Background: an optimization exercise with open tools, aiming at small area, a short achievable clock period and few clock cycles per item. Do not read the settings as production practice. RTL that was checked went through simulation tests only; none was proved equivalent to the original.

## scope_index_unit
module scope_index_unit (
    input  wire        clk,
    input  wire        rst,           
    input  wire        start,
    input  wire [2:0]  cfg_scope,
    input  wire [11:0] cfg_width_m1,  
    input  wire        s_valid,
    output wire        s_ready,
    input  wire [31:0] s_data,        
    output reg         m_valid,
    input  wire        m_ready,
    output reg  [2:0]  m_mask,        
    output reg  [21:0] m_addr0,
    output reg  [21:0] m_addr1,
    output reg  [21:0] m_addr2
);
Size: about 2,800 cells after synthesis.
Settings: LEC_CHECK=0, CAP_MARGIN=80, CORE_MARGIN=2, CORE_UTILIZATION=40, SLEW_MARGIN=80; clock period 28.0 ns.
run.sh (not shown) runs the stock make flow with config.mk's settings and CLKGATE_MAP_FILE= SYNTH_SCRIPT=/design/flow/synth_recipe.tcl, a recipe that flattens the netlist after the stock synthesis.
The starting point finished clean.
Testbench counts at the start, summed over its fixed seeds: cycles 24,400, items 24,000.
Edit:
--- a/flow/design.v
+++ b/flow/design.v
@@ -43,54 +43,45 @@
               is_vs   ? 13'd256 :
               is_hist ? 13'd1 : 13'd0;
     end
     wire adv = !m_valid || m_ready;
     reg        k_e;           
     reg [23:0] k_d;
     reg        i_v;           
     reg [23:0] i_d;
-    reg        d_v;           
     reg        p_v;           
     assign s_ready = k_e;
     wire accept = s_valid && k_e;
     always @(posedge clk) begin
         if (k_e)
             k_d <= s_data[23:0];
         if (adv)
             i_d <= k_e ? s_data[23:0] : k_d;
     end
     always @(posedge clk) begin
         if (rst) begin
             k_e <= 1'b1;
             i_v <= 1'b0;
-            d_v <= 1'b0;
             p_v <= 1'b0;
             m_valid <= 1'b0;
         end else if (adv) begin
             k_e <= 1'b1;
             i_v <= !k_e || accept;
-            d_v <= i_v;
-            p_v <= d_v;
+            p_v <= i_v;
             m_valid <= p_v;
         end else begin
             k_e <= k_e && !accept;
         end
     end
-    reg [8:0] du, dv;         
-    reg [7:0] g;
-    always @(posedge clk) begin
-        if (adv) begin
-            du <= {1'b0, i_d[7:0]} - {1'b0, i_d[15:8]};
-            dv <= {1'b0, i_d[23:16]} - {1'b0, i_d[15:8]};
-            g  <= i_d[15:8];
-        end
-    end
-    wire [7:0] r = du[7:0] + g;
-    wire [7:0] b = dv[7:0] + g;
+    wire [7:0] r = i_d[7:0];
+    wire [7:0] g = i_d[15:8];
+    wire [7:0] b = i_d[23:16];
+    wire [8:0] du = {1'b0, r} - {1'b0, g};
+    wire [8:0] dv = {1'b0, b} - {1'b0, g};
     wire luma_s_1 = ~(~du[7]);
     wire luma_s_2 = ~(du[8] ^ du[3]);
     wire luma_s_3 = du[8] | du[3];
     wire luma_s_4 = du[4] ^ ~du[2];
     wire luma_s_5 = du[4] & ~du[2];
     wire luma_s_6 = ~(du[7]);
     wire luma_s_7 = ~du[8] ^ ~du[6];
     wire luma_s_8 = ~du[8] & ~du[6];
@@ -728,18 +719,20 @@
             p_f2  <= is_wfp ? ~b : b;
             p_m0l <= is_vsb & vb_p[0];
             p_f1l <= is_vsb & ub_p[0];
         end
     end
     reg  [11:0] col;
     wire [11:0] col_nxt = (col == wm1) ? 12'd0 : col + 12'd1;
     always @(posedge clk) begin
-        if (rst || start || (adv && p_v))
-            col <= (rst || start) ? 12'd0 : col_nxt;
+        if (rst || start)
+            col <= 12'd0;
+        else if (adv && p_v)
+            col <= col_nxt;
     end
     wire [7:0]  m0 = p_m0;
     wire [7:0]  m1 = p_f1;
     wire [7:0]  m2 = p_f2;
     wire [11:0] xadd = is_wf ? col : is_vs ? {4'd0, p_f1} : 12'd0;
     wire        cx = p_f1l & (p_f1[7] | (&p_f1[6:0]));    
     wire        cy = p_m0l & (p_m0[7] | (&p_m0[6:0]));    
     wire lane0_1 = (m0[0] & we[8]) ^ (m0[1] & we[7]);
@@ -1307,18 +1300,22 @@
     wire lane2_187 = lane2_150 ^ lane2_151 ^ we[9];
     wire lane2_188 = (lane2_150 & lane2_151) | (we[9] & (lane2_150 ^ lane2_151));
     wire lane2_189 = lane2_152 ^ (m2[7] & we[12]) ^ we[10];
     wire lane2_190 = (lane2_152 & (m2[7] & we[12])) | (we[10] & (lane2_152 ^ (m2[7] & we[12])));
     wire [21:0] lane2_a = {we[12], lane2_190, lane2_188, lane2_186, lane2_184, lane2_182, lane2_180, lane2_178, lane2_176, lane2_174, lane2_172, lane2_170, lane2_168, lane2_166, lane2_164, lane2_162, lane2_160, lane2_158, lane2_156, lane2_154, lane2_153, (m2[0] & we[0])};
     wire [21:0] lane2_b = {1'b0, we[11], lane2_189, lane2_187, lane2_185, lane2_183, lane2_181, lane2_179, lane2_177, lane2_175, lane2_173, lane2_171, lane2_169, lane2_167, lane2_165, lane2_163, lane2_161, lane2_159, lane2_157, lane2_155, xadd[1], xadd[0]};
     wire [21:0] lane2 = lane2_a + lane2_b;
     wire three = is_hist | is_wfp;
-    always @(posedge clk)
-        m_mask <= {three, three, three | is_wfl | is_vs};
     always @(posedge clk) begin
-        if (adv) begin
+        if (rst) begin
+            m_mask  <= 3'd0;
+            m_addr0 <= 22'd0;
+            m_addr1 <= 22'd0;
+            m_addr2 <= 22'd0;
+        end else if (adv) begin
+            m_mask  <= {three, three, three | is_wfl | is_vs};
             m_addr0 <= lane0;
             m_addr1 <= three ? lane1 : 22'd0;
             m_addr2 <= three ? lane2 : 22'd0;
         end
     end
 endmodule
=>
- The new run completed with no timing, DRC or antenna violations
- sequential cell count drops by 27
- via count went up by 0.97%
- global-route usage is higher by 2.4 points
- hold slack stays flat
- setup slack degrades by 1.6 ns
- area after synthesis is lower by 4.8%
- clock-buffer cell count fell by 13
- clock skew fell by 0.018 ns
- die area shrinks by 4.8%
- register-to-register slack got worse by 1.7 ns
The RTL of the second run of this note was laid out without a check of its function.

[port drivers added, routing unchanged]
No port has a modelled driver above. Below, the same layouts with a new extraction and two added sets of constraints. Step 1, drivers: a clkbuf_16 drives clk and a buf_2 each remaining input, both assumed. Step 2 adds t to the input delays and takes it off the output delays; t is the mean of the earliest and latest rising clock arrival at the registers after step 1. Input paths then give back, and output paths get back, about the clock's delay inside the block. a / b / c = ideal ports / drivers / drivers and shift; a / b = the first two.
run	t (ns)	slack for setup (ns)	worst register clock-pin slew, ns	cell pins on the clock port's net
the first run	0.615	20.909 / 20.852 / 20.783	0.07 / 0.07	1
the second run	0.548	19.318 / 19.318 / 19.318	0.09 / 0.09	1
After both steps every run listed still meets setup and hold. The setup slack of the first run, which loses most, moves by -0.057 ns with the drivers and by -0.126 ns with both steps.
